What follows belongs to an exercise in optimizing a design on an open flow for small area, a short achievable clock period and few clock cycles; a production flow would make more cautious choices. In this exercise RTL edits were held to simulation tests only and were not proved equivalent to the original. Power is estimated from default activity; no workload was simulated.

### design/flow/config.mk
export PLATFORM = sky130hd
export DESIGN_NAME = fex_core
export DESIGN_NICKNAME = fex_core
export VERILOG_FILES = /design/flow/design.v
export SDC_FILE = /design/flow/constraint.sdc
export NUM_CORES = 4
export LEC_CHECK = 0
export CAP_MARGIN = 20
export CORE_MARGIN = 2
export CORE_UTILIZATION = 40
export PLACE_DENSITY = 0.5
export SETUP_SLACK_MARGIN = 3.5
export SLEW_MARGIN = 20
### design/flow/constraint.sdc
create_clock -name core_clock -period 8.0 [get_ports {clk}]
set_input_delay 1.6000 -clock core_clock [delete_from_list [all_inputs] [get_ports {clk}]]
set_output_delay 1.6000 -clock core_clock [all_outputs]
set_load 0.01 [all_outputs]
### design/flow/design.v
`default_nettype none
module fex_core (
    input  wire        clk,
    input  wire        rst,
    output reg         mem_valid,
    output reg         mem_we,
    output wire [15:0] mem_addr,
    output wire [3:0]  mem_bank,
    output reg  [7:0]  mem_wdata,
    input  wire        mem_ready,
    input  wire [7:0]  mem_rdata,
    output wire        in_ready,
    input  wire        in_valid,
    input  wire [7:0]  in_data,
    input  wire        in_end,
    output wire        out_valid,
    output wire [7:0]  out_data,
    output wire        halted,
    output reg  [1:0]  fault,
    input  wire [2:0]  dbg_sel,
    output wire [15:0] dbg_data
);
    localparam [4:0] S_F0   = 5'd0,    
                     S_F1   = 5'd1,    
                     S_F2   = 5'd2,    
                     S_F3   = 5'd3,    
                     S_L1   = 5'd4,    
                     S_L2   = 5'd5,    
                     S_W1   = 5'd6,    
                     S_W2   = 5'd7,    
                     S_S1   = 5'd8,    
                     S_S2   = 5'd9,    
                     S_S3   = 5'd10,   
                     S_S4   = 5'd11,   
                     S_S5   = 5'd12,   
                     S_S6   = 5'd13,   
                     S_MD   = 5'd14,   
                     S_OUT  = 5'd15,   
                     S_IN   = 5'd16,   
                     S_NEXT = 5'd17,   
                     S_HALT = 5'd18;
    localparam [1:0] F_INVALID_REG = 2'd1, F_BANK = 2'd2;
    reg [15:0] ra, rb, rx, ry;
    reg [14:0] sp;
    reg [15:0] ip;            
    reg [3:0]  bank;          
    reg [7:0]  flags;
    reg [4:0]  state;
    reg [5:0]  opi;           
    reg [2:0]  rr;            
    reg [15:0] ad;            
    reg [15:0] bw;            
    reg [15:0] quo;           
    reg [3:0]  cnt;
    reg [7:0]  wd;            
    reg        c_sub, c_mul, c_div;   
    wire [7:0] rd = mem_rdata;
    wire [5:0] mdiff  = {1'b0, rd[4:0]} - {3'd0, rd[7:5]};
    wire [5:0] rd_mod = mdiff[5] ? mdiff + 6'd33 : mdiff;
    reg f0_nop, f0_stk, f0_not, f0_sub, f0_mul, f0_div;
    always @(*) begin
        case (rd)
            8'd0, 8'd33, 8'd66, 8'd99, 8'd132, 8'd165, 8'd198, 8'd231: f0_nop = 1'b1;
            default: f0_nop = 1'b0;
        endcase
        case (rd)
            8'd10, 8'd12, 8'd17, 8'd43, 8'd45, 8'd50, 8'd76, 8'd78, 8'd83, 8'd109, 8'd111, 8'd116, 8'd142, 8'd144, 8'd149, 8'd175, 8'd177, 8'd182, 8'd208, 8'd210, 8'd215, 8'd241, 8'd243, 8'd248: f0_sub = 1'b1;
            default: f0_sub = 1'b0;
        endcase
        case (rd)
            8'd11, 8'd44, 8'd77, 8'd110, 8'd143, 8'd176, 8'd209, 8'd242: f0_mul = 1'b1;
            default: f0_mul = 1'b0;
        endcase
        case (rd)
            8'd12, 8'd45, 8'd78, 8'd111, 8'd144, 8'd177, 8'd210, 8'd243: f0_div = 1'b1;
            default: f0_div = 1'b0;
        endcase
        case (rd)
            8'd16, 8'd49, 8'd82, 8'd115, 8'd148, 8'd181, 8'd214, 8'd247: f0_not = 1'b1;
            default: f0_not = 1'b0;
        endcase
        case (rd)
            8'd9, 8'd10, 8'd11, 8'd12, 8'd13, 8'd14, 8'd15, 8'd16, 8'd17,
            8'd42, 8'd43, 8'd44, 8'd45, 8'd46, 8'd47, 8'd48, 8'd49, 8'd50,
            8'd75, 8'd76, 8'd77, 8'd78, 8'd79, 8'd80, 8'd81, 8'd82, 8'd83,
            8'd108, 8'd109, 8'd110, 8'd111, 8'd112, 8'd113, 8'd114, 8'd115, 8'd116,
            8'd141, 8'd142, 8'd143, 8'd144, 8'd145, 8'd146, 8'd147, 8'd148, 8'd149,
            8'd174, 8'd175, 8'd176, 8'd177, 8'd178, 8'd179, 8'd180, 8'd181, 8'd182,
            8'd207, 8'd208, 8'd209, 8'd210, 8'd211, 8'd212, 8'd213, 8'd214, 8'd215,
            8'd240, 8'd241, 8'd242, 8'd243, 8'd244, 8'd245, 8'd246, 8'd247, 8'd248: f0_stk = 1'b1;
            default: f0_stk = 1'b0;
        endcase
    end
    wire o_imm  = (opi == 6'd1);
    wire o_mov  = (opi == 6'd2);
    wire o_lda  = (opi == 6'd3);
    wire o_ldb  = (opi == 6'd4);
    wire o_sta  = (opi == 6'd5);
    wire o_stb  = (opi == 6'd6);
    wire o_push = (opi == 6'd7);
    wire o_pop  = (opi == 6'd8);
    wire o_sub  = (opi == 6'd10);
    wire o_mul  = (opi == 6'd11);
    wire o_div  = (opi == 6'd12);
    wire o_and  = (opi == 6'd13);
    wire o_or   = (opi == 6'd14);
    wire o_xor  = (opi == 6'd15);
    wire o_not  = (opi == 6'd16);
    wire o_cmp  = (opi == 6'd17);
    wire o_ja   = (opi >= 6'd18) && (opi <= 6'd23);
    wire o_jr   = (opi >= 6'd24) && (opi <= 6'd29);
    wire o_wra  = (opi == 6'd30);
    wire o_wrr  = (opi == 6'd31);
    wire o_rda  = (opi == 6'd32);
    reg [2:0] len;
    always @(*) begin
        if (state == S_F0 || opi == 6'd0 || (opi >= 6'd9 && opi <= 6'd17))
            len = 3'd1;
        else if (o_imm)
            len = 3'd4;
        else if (o_ja || o_wra || o_rda)
            len = 3'd3;
        else
            len = 3'd2;
    end
    wire has_reg = o_imm | o_lda | o_ldb | o_sta | o_stb | o_push | o_pop | o_jr | o_wrr;
    wire [2:0] jk = o_jr ? (opi[2:0] - 3'd0) : (opi[2:0] - 3'd2);   
    reg  [2:0] jpat;
    always @(*) begin
        case (jk)
            3'd0: jpat = 3'b001;
            3'd1: jpat = 3'b000;
            3'd2: jpat = 3'b010;
            3'd3: jpat = 3'b100;
            3'd4: jpat = 3'b011;
            default: jpat = 3'b101;
        endcase
    end
    wire jtaken = (flags[2:0] == jpat);
    wire st_f1 = (state == S_F1);
    wire [2:0] rsel = st_f1 ? (o_mov ? rd[5:3] : rd[2:0]) : rr;
    reg [15:0] rf;
    always @(*) begin
        case (rsel)
            3'd0: rf = ra;
            3'd1: rf = rb;
            3'd2: rf = rx;
            3'd3: rf = ry;
            3'd4: rf = {1'b0, sp};
            3'd5: rf = ip;
            3'd6: rf = {12'd0, bank};
            default: rf = {8'd0, flags};
        endcase
    end
    reg [15:0] dbg_r;
    always @(*) begin
        case (dbg_sel)
            3'd0: dbg_r = ra;
            3'd1: dbg_r = rb;
            3'd2: dbg_r = rx;
            3'd3: dbg_r = ry;
            3'd4: dbg_r = {1'b0, sp};
            3'd5: dbg_r = ip;
            3'd6: dbg_r = {12'd0, bank};
            default: dbg_r = {8'd0, flags};
        endcase
    end
    assign dbg_data = dbg_r;
    wire [15:0] nsum  = ip + {13'd0, len};
    wire [15:0] nip   = {ip[15] & nsum[15], nsum[14:0]};
    wire        stkad = (state == S_S1) || (state == S_S3) || (state == S_S5) ||
                        (((state == S_L1) || (state == S_W1)) && (o_push || o_pop));
    wire [15:0] isum  = ad + 16'd1;
    wire [15:0] adinc = {isum[15] & ~stkad, isum[14:0]};
    wire [14:0] sp_m2 = sp - 15'd2;
    wire [15:0] tgt   = {rd, bw[7:0]};
    wire st_md = (state == S_MD);
    wire st_s4 = (state == S_S4);
    wire [15:0] ax = st_md ? {ad[14:0], c_div & quo[15]} : quo;
    wire        asub = c_sub;
    wire [15:0] ay = (c_mul & st_md) ? (quo[15] ? bw : 16'd0) : (c_sub ? ~bw : bw);
    wire [16:0] asum = {1'b0, ax} + {1'b0, ay} + {16'd0, asub};
    wire        div_ge = ad[15] | asum[16];
    wire b_zero  = (bw == 16'd0);
    wire md_skip = b_zero | ((rd == 8'd0) & (quo[7:0] == 8'd0));
    wire lo_eq  = (quo[7:0] == bw[7:0]);
    wire lo_gt  = (quo[7:0] > bw[7:0]);
    wire cmp_eq = (rd == bw[15:8]) & lo_eq;
    wire cmp_gt = (rd > bw[15:8]) | ((rd == bw[15:8]) & lo_gt);
    wire       hsel = (state == S_S5);
    wire [7:0] qa   = hsel ? quo[15:8]  : quo[7:0];
    wire [7:0] qb   = hsel ? bw[15:8]   : bw[7:0];
    wire [7:0] sb   = hsel ? asum[15:8] : asum[7:0];
    reg  [7:0] res;
    always @(*) begin
        if (o_mul | o_div) res = qa;
        else if (o_and) res = qa & qb;
        else if (o_or)  res = qa | qb;
        else if (o_xor) res = qa ^ qb;
        else if (o_not) res = ~qb;
        else            res = sb;
    end
    always @(*) begin
        mem_valid = 1'b0;
        mem_we    = 1'b0;
        mem_wdata = wd;
        case (state)
            S_F0, S_F1, S_F2, S_F3, S_L1, S_L2, S_S1, S_S2, S_S3, S_S4, S_OUT:
                mem_valid = 1'b1;
            S_W1, S_W2: begin mem_valid = ~ad[15]; mem_we = 1'b1; end
            S_S5, S_S6: begin mem_valid = 1'b1; mem_we = 1'b1; end
            S_IN: begin
                mem_valid = in_valid & ~ad[15]; mem_we = 1'b1;
                mem_wdata = in_end ? 8'd0 : in_data;
            end
            default: ;
        endcase
    end
    assign mem_addr  = ad;
    assign mem_bank  = bank;
    assign in_ready  = (state == S_IN) & (ad[15] | mem_ready);
    assign out_valid = (state == S_OUT) & mem_ready;
    assign out_data  = rd;
    assign halted    = (state == S_HALT);
    wire st_f3   = (state == S_F3);
    wire st_l1   = (state == S_L1);
    wire st_l2   = (state == S_L2);
    wire st_mov  = st_f1 & o_mov;
    wire [2:0]  wsel  = st_mov ? rd[2:0] : rr;
    wire [15:0] wv    = st_mov ? rf : {rd, st_f3 ? bw[7:0] : rd};
    wire [7:0]  nz = {(flags[7:4] != 4'd0), 1'b0, (ip[7:4] != 4'd0), (sp[7:4] != 4'd0),
                      (ry[7:4] != 4'd0), (rx[7:4] != 4'd0), (rb[7:4] != 4'd0), (ra[7:4] != 4'd0)};
    wire        hi_nib = st_mov ? nz[rd[5:3]] : ((st_f3 ? bw[7:4] : rd[7:4]) != 4'd0);
    wire        bad_bank = (wsel == 3'd6) && hi_nib;
    wire        we_lo = mem_ready & (st_f3 | st_mov | st_l1);
    wire        we_hi = mem_ready & (st_f3 | st_mov | st_l2);
    wire [7:0]  wlo   = {8{we_lo}} & {(wsel == 3'd7), (wsel == 3'd6) & ~hi_nib, (wsel == 3'd5), (wsel == 3'd4),
                                      (wsel == 3'd3), (wsel == 3'd2), (wsel == 3'd1), (wsel == 3'd0)};
    wire [5:0]  whi   = {6{we_hi}} & {(wsel == 3'd5), (wsel == 3'd4),
                                      (wsel == 3'd3), (wsel == 3'd2), (wsel == 3'd1), (wsel == 3'd0)};
    always @(posedge clk) begin
        if (rst) begin
            ra <= 16'd0; rb <= 16'd0; rx <= 16'd0; ry <= 16'd0;
            bank <= 4'd0;
        end else begin
            if (wlo[0]) ra[7:0]  <= wv[7:0];
            if (whi[0]) ra[15:8] <= wv[15:8];
            if (wlo[1]) rb[7:0]  <= wv[7:0];
            if (whi[1]) rb[15:8] <= wv[15:8];
            if (wlo[2]) rx[7:0]  <= wv[7:0];
            if (whi[2]) rx[15:8] <= wv[15:8];
            if (wlo[3]) ry[7:0]  <= wv[7:0];
            if (whi[3]) ry[15:8] <= wv[15:8];
            if (wlo[6]) bank <= wv[3:0];
        end
    end
    wire bad_reg = has_reg & (rd[7:3] != 5'd0);
    reg [4:0]  nstate;
    reg [2:0]  ad_src;        
    reg        ip_nip, ip_rf, ip_tgt;
    reg        sp_dec;
    reg [1:0]  nfault;
    always @(*) begin
        nstate = state;
        ad_src = 3'd0;
        ip_nip = 1'b0; ip_rf = 1'b0; ip_tgt = 1'b0;
        sp_dec = 1'b0;
        nfault = 2'd0;
        case (state)
            S_F0: if (mem_ready) begin
                if (f0_nop) begin
                    ad_src = 3'd2; ip_nip = 1'b1;
                end else if (f0_stk) begin
                    ad_src = 3'd4; sp_dec = ~f0_not; nstate = S_S1;
                end else begin
                    ad_src = 3'd1; nstate = S_F1;
                end
            end
            S_F1: if (mem_ready) begin
                if (bad_reg) begin
                    nfault = F_INVALID_REG; nstate = S_HALT;
                end else if (o_mov) begin
                    if (bad_bank) begin nfault = F_BANK; nstate = S_HALT; end
                    else if (wsel == 3'd5) nstate = S_NEXT;
                    else begin ad_src = 3'd2; ip_nip = 1'b1; nstate = S_F0; end
                end else if (o_lda | o_ldb) begin
                    ad_src = 3'd5; nstate = S_L1;
                end else if (o_pop) begin
                    ad_src = 3'd3; nstate = S_L1;
                end else if (o_sta | o_stb) begin
                    ad_src = 3'd5; nstate = S_W1;
                end else if (o_push) begin
                    ad_src = 3'd3; nstate = S_W1;
                end else if (o_wrr) begin
                    ad_src = 3'd5; nstate = S_OUT;
                end else if (o_jr) begin
                    if (jtaken) begin ad_src = 3'd5; ip_rf = 1'b1; end
                    else begin ad_src = 3'd2; ip_nip = 1'b1; end
                    nstate = S_F0;
                end else begin
                    ad_src = 3'd1; nstate = S_F2;
                end
            end
            S_F2: if (mem_ready) begin
                if (o_imm) begin
                    ad_src = 3'd1; nstate = S_F3;
                end else if (o_wra) begin
                    ad_src = 3'd6; nstate = S_OUT;
                end else if (o_rda) begin
                    ad_src = 3'd6; nstate = S_IN;
                end else begin
                    if (jtaken) begin ad_src = 3'd6; ip_tgt = 1'b1; end
                    else begin ad_src = 3'd2; ip_nip = 1'b1; end
                    nstate = S_F0;
                end
            end
            S_F3: if (mem_ready) begin
                if (bad_bank) begin nfault = F_BANK; nstate = S_HALT; end
                else if (wsel == 3'd5) nstate = S_NEXT;
                else begin ad_src = 3'd2; ip_nip = 1'b1; nstate = S_F0; end
            end
            S_L1: if (mem_ready) begin
                if (bad_bank) begin nfault = F_BANK; nstate = S_HALT; end
                else if (rr[2:1] == 2'b11) begin
                    ad_src = 3'd2; ip_nip = 1'b1; nstate = S_F0;
                end else begin
                    ad_src = 3'd1; nstate = S_L2;
                end
            end
            S_L2: if (mem_ready) begin
                if (rr == 3'd5) nstate = S_NEXT;
                else begin ad_src = 3'd2; ip_nip = 1'b1; nstate = S_F0; end
            end
            S_W1: if (mem_ready || ad[15]) begin
                ad_src = 3'd1; nstate = S_W2;
            end
            S_W2: if (mem_ready || ad[15]) begin
                ad_src = 3'd2; ip_nip = 1'b1; nstate = S_F0;
            end
            S_S1: if (mem_ready) begin
                ad_src = 3'd1; nstate = S_S2;
            end
            S_S2: if (mem_ready) begin
                ad_src = 3'd4; sp_dec = o_cmp;
                nstate = o_not ? S_S5 : S_S3;
            end
            S_S3: if (mem_ready) begin
                ad_src = 3'd1; nstate = S_S4;
            end
            S_S4: if (mem_ready) begin
                if (o_cmp) begin
                    ad_src = 3'd2; ip_nip = 1'b1; nstate = S_F0;
                end else begin
                    if ((o_mul | o_div) & ~md_skip) begin
                        ad_src = 3'd7; nstate = S_MD;      
                    end else begin
                        ad_src = 3'd4; nstate = S_S5;
                    end
                end
            end
            S_MD: begin
                if (cnt == 4'd15) begin ad_src = 3'd4; nstate = S_S5; end
                else ad_src = 3'd7;
            end
            S_S5: if (mem_ready) begin
                ad_src = 3'd1; nstate = S_S6;
            end
            S_S6: if (mem_ready) begin
                ad_src = 3'd2; ip_nip = 1'b1; nstate = S_F0;
            end
            S_OUT: if (mem_ready) begin
                if (rd == 8'd0) begin ad_src = 3'd2; ip_nip = 1'b1; nstate = S_F0; end
                else ad_src = 3'd1;
            end
            S_IN: if (in_valid && (mem_ready || ad[15])) begin
                if (in_end) begin ad_src = 3'd2; ip_nip = 1'b1; nstate = S_F0; end
                else ad_src = 3'd1;
            end
            S_NEXT: begin
                ad_src = 3'd2; ip_nip = 1'b1; nstate = S_F0;
            end
            default: nstate = S_HALT;
        endcase
    end
    reg [15:0] ad_n;
    always @(*) begin
        case (ad_src)
            3'd1: ad_n = adinc;
            3'd2: ad_n = nip;
            3'd3: ad_n = {1'b0, sp};
            3'd4: ad_n = {1'b0, sp_m2};
            3'd5: ad_n = rf;
            3'd6: ad_n = tgt;
            3'd7: ad_n = st_md ? ((c_mul | div_ge) ? asum[15:0] : ax) : 16'd0;
            default: ad_n = ad;
        endcase
    end
    always @(posedge clk) begin
        if (rst) begin
            state <= S_F0;
            ad    <= 16'h8000;
            ip    <= 16'h8000;
            sp    <= 15'd0;
            flags <= 8'd0;
            fault <= 2'd0;
        end else begin
            state <= nstate;
            ad    <= ad_n;
            if (nfault != 2'd0) fault <= nfault;
            if (ip_nip)      ip <= nip;
            else if (ip_rf)  ip <= rf;
            else if (ip_tgt) ip <= tgt;
            else begin
                if (wlo[5]) ip[7:0]  <= wv[7:0];
                if (whi[5]) ip[15:8] <= wv[15:8];
            end
            if (sp_dec) sp <= sp_m2;
            else begin
                if (wlo[4]) sp[7:0]  <= wv[7:0];
                if (whi[4]) sp[14:8] <= wv[14:8];
            end
            if (state == S_S4 && mem_ready && o_cmp) begin
                if (cmp_eq)      flags[2:0] <= 3'b001;
                else if (cmp_gt) flags[2:0] <= 3'b010;
                else             flags[2:0] <= 3'b100;
            end else if (wlo[7])
                flags <= wv[7:0];
        end
    end
    always @(posedge clk) begin
        if (st_f1)
            wd <= o_sta ? ra[7:0] : o_stb ? rb[7:0] : rf[7:0];
        else if (state == S_W1 && (mem_ready || ad[15]))
            wd <= rf[15:8];
        else if (state == S_S2)
            wd <= ~bw[7:0];                        
        else if (st_s4)
            wd <= (c_mul | c_div) ? {8{c_div & b_zero}} : res;
        else if (state == S_S5 && mem_ready)
            wd <= res;
        else if (st_md)
            wd <= c_div ? {quo[6:0], div_ge} : asum[7:0];
        if (state == S_F0 && mem_ready) begin
            opi   <= rd_mod;
            c_sub <= f0_sub;
            c_mul <= f0_mul;
            c_div <= f0_div;
        end
        if (st_f1 && mem_ready) begin
            rr <= (o_lda | o_sta) ? 3'd0 : (o_ldb | o_stb) ? 3'd1 : rd[2:0];
        end
        if (mem_ready && (st_f1 || (state == S_F2) || (state == S_S1)))
            bw[7:0] <= rd;
        if (mem_ready && (state == S_S2))
            bw[15:8] <= rd;
        if (st_md) begin
            if (c_mul && cnt == 4'd15) quo <= asum[15:0];
            else quo <= {quo[14:0], c_div & div_ge};
            cnt <= cnt + 4'd1;
        end else begin
            if (mem_ready && (state == S_S3)) quo[7:0] <= rd;
            if (mem_ready && st_s4) begin
                if ((c_mul | c_div) & b_zero) quo <= {16{c_div}};
                else quo[15:8] <= rd;
            end
            if (st_s4) cnt <= 4'd0;
        end
    end
endmodule
`default_nettype wire
### design/flow/run.sh
#!/bin/bash
# synth_recipe.tcl (not shown) runs the flow's synth.tcl, then flattens the netlist and writes it again
# the make line also repeats each setting of config.mk as NAME=value (left out here)
make -C /OpenROAD-flow-scripts/flow DESIGN_CONFIG=/design/flow/config.mk WORK_HOME=/design/flow/orfs CLKGATE_MAP_FILE= SYNTH_SCRIPT=/design/flow/synth_recipe.tcl finish
==> run notes <==
combinational fraction of design power=about half; dpl ws=2.00 ns; HP Start=fault[1]; Top FF cell, synth=dfxtp_1; Synth Warn #=1; vias per cell=6.45; CTS Root Cell=clkbuf_16; Seq pwr share=between 20% and 30%; RSZ-0062 raised after global routing=yes; clock skew=0.0110 ns; routed len/inst=28.0 um; DP HPWL=60,100 um; Final min period=4.59 ns; gpl congestion=0.969; Clk pwr share=21.2%; Worst EP arrival=5.02 ns; row cnt=76; Worst Setup Slack, final=3.41 ns; Peak VDD IR=0.156 mV; vias in the first global route=between 15,000 and 20,000; hold path depth=2; Hold WS=0.462 ns; CP Data Required Time=8.43 ns; final setup TNS=0 ns; die height=around 210 um; Die ar.=44,900 um2; Worst Hold End=fault[1]; period utilisation layout=57.4%; Mean Syn Cell Area=7.43 um2; Buffers on Ports=82; CTS tree=built; n_diodes=0; Initial DRC Count=2,186; initial antenna violation count=0; TritonCTS Buffers=17; reg-to-reg slack, setup=3.56 ns; crit path kind=input port to register; reg2reg start=state[4]; count of final hold-check violations=0; Cells after DPL=around 2,900; worst skew pair latency=0.51 ns; Switching Fraction=46.0%; largest net degree at the start of global routing=81; Cells after Synth=2,327; Die X=212 um; Post-Route WL=83,100 um; EDFF count, synth=48; Area Growth Syn to Fin=17.8%; Routed Antenna Nets=0; FF-to-FF End=ad[2]; Final Cell Area=20,400 um2; Leakage=about 0.008 uW; CTS H-tree depth=4; Max-Cap Viols=0; Starting Density=40.3%; via count=19,100; TritonRoute pass-1 iters=5; Max Slew Vio Count=0; Core Region=42,900 um2; Unique masters post-synth=104; ys async rst share=0%; Clk pin slew, worst setup/hold paths=~0.08 ns; Clock Tree Buf Depth=2; Global Route Usage Sum=36.9%; post-route insts no fill=between 2,000 and 3,000; placed cell areas=18,400 um2; Critical Path Fanout Max=17; Clock Sinks=approximately 190; cell area power density=slightly above 200 nW/um2; # nets final=about 2,500; Crit. End Element=register; slew margin rel.=24.3%; DRC=0; Seq/Total Area, Yosys=between 20% and 30%; number of synthesized register bits=~190; first-pass GRT wire length=122,000 um; Mapped Nets=about 2,400; P_sw=1880 uW; Reg2Reg Depth=23; CTS Hold Bufs=0; Power Internal=about 2200 uW; share of post-route cells with drive strength above 1=14.3%; final setup violating endpoints=0; Critical Path Source Type=input port; area of the mapped netlist=17,300 um2; I/O pins=83; total gr overflow=0; status=finished clean; Hold WC Path Type=register to register; Worst-Margin Slew=between 1 and 1.5 ns; achievable frequency=218 MHz
## synthesized netlist by cell type, types with 13 or more instances
cell type	n	area, um2
a31oi_1	39	244
xnor2_1	30	263
ha_1	58	726
and2_1	15	93.8
a22oi_1	24	180
a211oi_1	22	165
o21bai_1	13	97.6
nand3_1	56	280
mux2_2	35	394
nand2b_1	33	206
a221oi_1	29	254
o21ai_0	154	771
o221ai_1	18	158
or4_1	13	97.6
nand4_1	26	163
nor4_1	23	144
xor2_1	19	166
buf_2	31	155
nor3_1	64	320
edfxtp_1	48	1440
a21oi_1	182	911
a21o_1	21	158
mux2i_1	129	1290
and3_1	21	131
nor2b_1	32	200
clkbuf_1	120	450
nor2_1	285	1070
o22ai_1	24	150
dfxtp_1	138	2760
inv_1	71	267
nand2_1	277	1040
buf_1	18	67.6
## placed cells by master, fill, tap and decap left out, types with 24 or more instances in the layout
cell | Yosys | final
a21oi_1 | 182 | 175
a221oi_1 | 29 | 27
a22oi_1 | 24 | 24
a31oi_1 | 39 | 37
buf_4 | 12 | 99
clkdlybuf4s50_1 | 0 | 46
dfxtp_1 | 138 | 133
edfxtp_1 | 48 | 48
ha_1 | 58 | 56
inv_1 | 71 | 71
mux2_2 | 35 | 34
mux2i_1 | 129 | 126
nand2_1 | 277 | 273
nand2b_1 | 33 | 32
nand3_1 | 56 | 56
nand4_1 | 26 | 26
nor2_1 | 285 | 280
nor2b_1 | 32 | 28
nor3_1 | 64 | 62
o21ai_0 | 154 | 138
xnor2_1 | 30 | 24
## worst max path at each step
stage,startpoint,to,slack [ns],depth (start not counted)
finish,mem_rdata[6],ad[5],3.41,11
global route,mem_rdata[6],ad[5],3.34,12
CTS,opi[1],ad[5],3.36,13
detailed placement,state[2],ad[5],2.00,20
global placement,state[2],ad[5],2.01,20
floorplan,state[4],ad[3],3.51,19
## metal layers
layer	vias to the layer above	share of wire (%)	track usage (%)
met5	-	0	0
met4	0	4.1	14.4
met3	176	9.0	6.66
met2	1048	45	57.8
met1	9262	42	50.2
li1	8655	-	-
## flip-flops by register name (all words and copies together) (netlist names), 5 cells and up
| name | flops |
|---|---|
| sp | 15 |
| state | 5 |
| quo | 16 |
| flags | 8 |
| opi | 6 |
| ad | 16 |
| rb | 16 |
| ra | 16 |
| ry | 16 |
| wd | 8 |
| ip | 16 |
| bw | 16 |
| rx | 16 |
## cell type report
cell class	count	area [um2]
multi-input cells	1883	12500
fillers	4433	22500
flip-flops and latches	186	4220
well taps	585	732
repair buffers	208	2070
inverters	75	287
clock inverters	14	140
clock buffers	17	425
## power by group through the flow
stage / clock, uW / sequential [uW] / combinational, uW
after floorplan: 0 / 1130 / 1170
after global routing: 916 / 1220 / 2130
final: 868 / 1220 / 2000
after detailed placement: 0 / 1240 / 1730
after CTS: 891 / 1220 / 1880
after global placement: 0 / 1240 / 1730
## what timing repair did
item | 4_1_cts | 5_1_grt
buffers inserted | 32 | 34
resized for setup | 158 | 64
setup endpoints to repair | 175 | 81
pin swaps | 23 | 22
gates cloned | 10 | 1
## stage by stage
stage | utilization [%] | total power, uW
finish | 47.5 | 4090
global placement | 43.0 | 2970
CTS | 46.5 | 3980
global route | 47.5 | 4270
floorplan | - | 2300
detailed placement | 43.0 | 2970
## cell families (layout without fill, tap and decap cells)
kind of cell    Yosys count  count (layout)  synth area share, %
buf+inv                 259             314                 6.23
flops                   186             186                 24.3
mux                     175             175                 11.1
compound gates          670             670                 25.5
simple gates            924             925                 25.6
xor+xnor                 49              49                 2.48
fa+ha+maj                64              64                 4.77
## worst max-delay path, stage by stage
cell and delay (ns):
dlygate4sd2_1 0.35, buf_6 0.23, maj3_1 0.36, maj3_1 0.37, o211ai_2 0.30, nor3b_4 0.33, nand4bb_2 0.28, nand4_1 0.25
buf_2 0.29, or4_1 0.42, a41oi_1 0.22
Testbench counts, summed over its fixed seeds: cycles 145,563.

re-timing with driven ports:
The flow's constraints put no driver on any port. The routed layout listed below was extracted and timed again, unchanged, in two steps. Step 1: set_driving_cell puts a clkbuf_16 on clk and a buf_2 on each other input, an assumption about the parent block. Step 2 also shifts input and output timing later by t, the mid clock arrival at the registers, as if the neighbouring blocks saw the same clock. Three values: no drivers, after step 1, after step 2; two values: the first two.
shift t [ns]: 0.565
setup slack, ns: 3.406 / 3.322 / 2.884
hold WS [ns]: 0.462 / 0.462 / 0.462
worst data-port slew with drivers (ns): 0.22
cell pins on the clock port's net: 1
After both steps setup and hold are still met in this run. For this run, drivers alone change the setup slack by -0.084 ns; drivers and shift together by -0.522 ns.
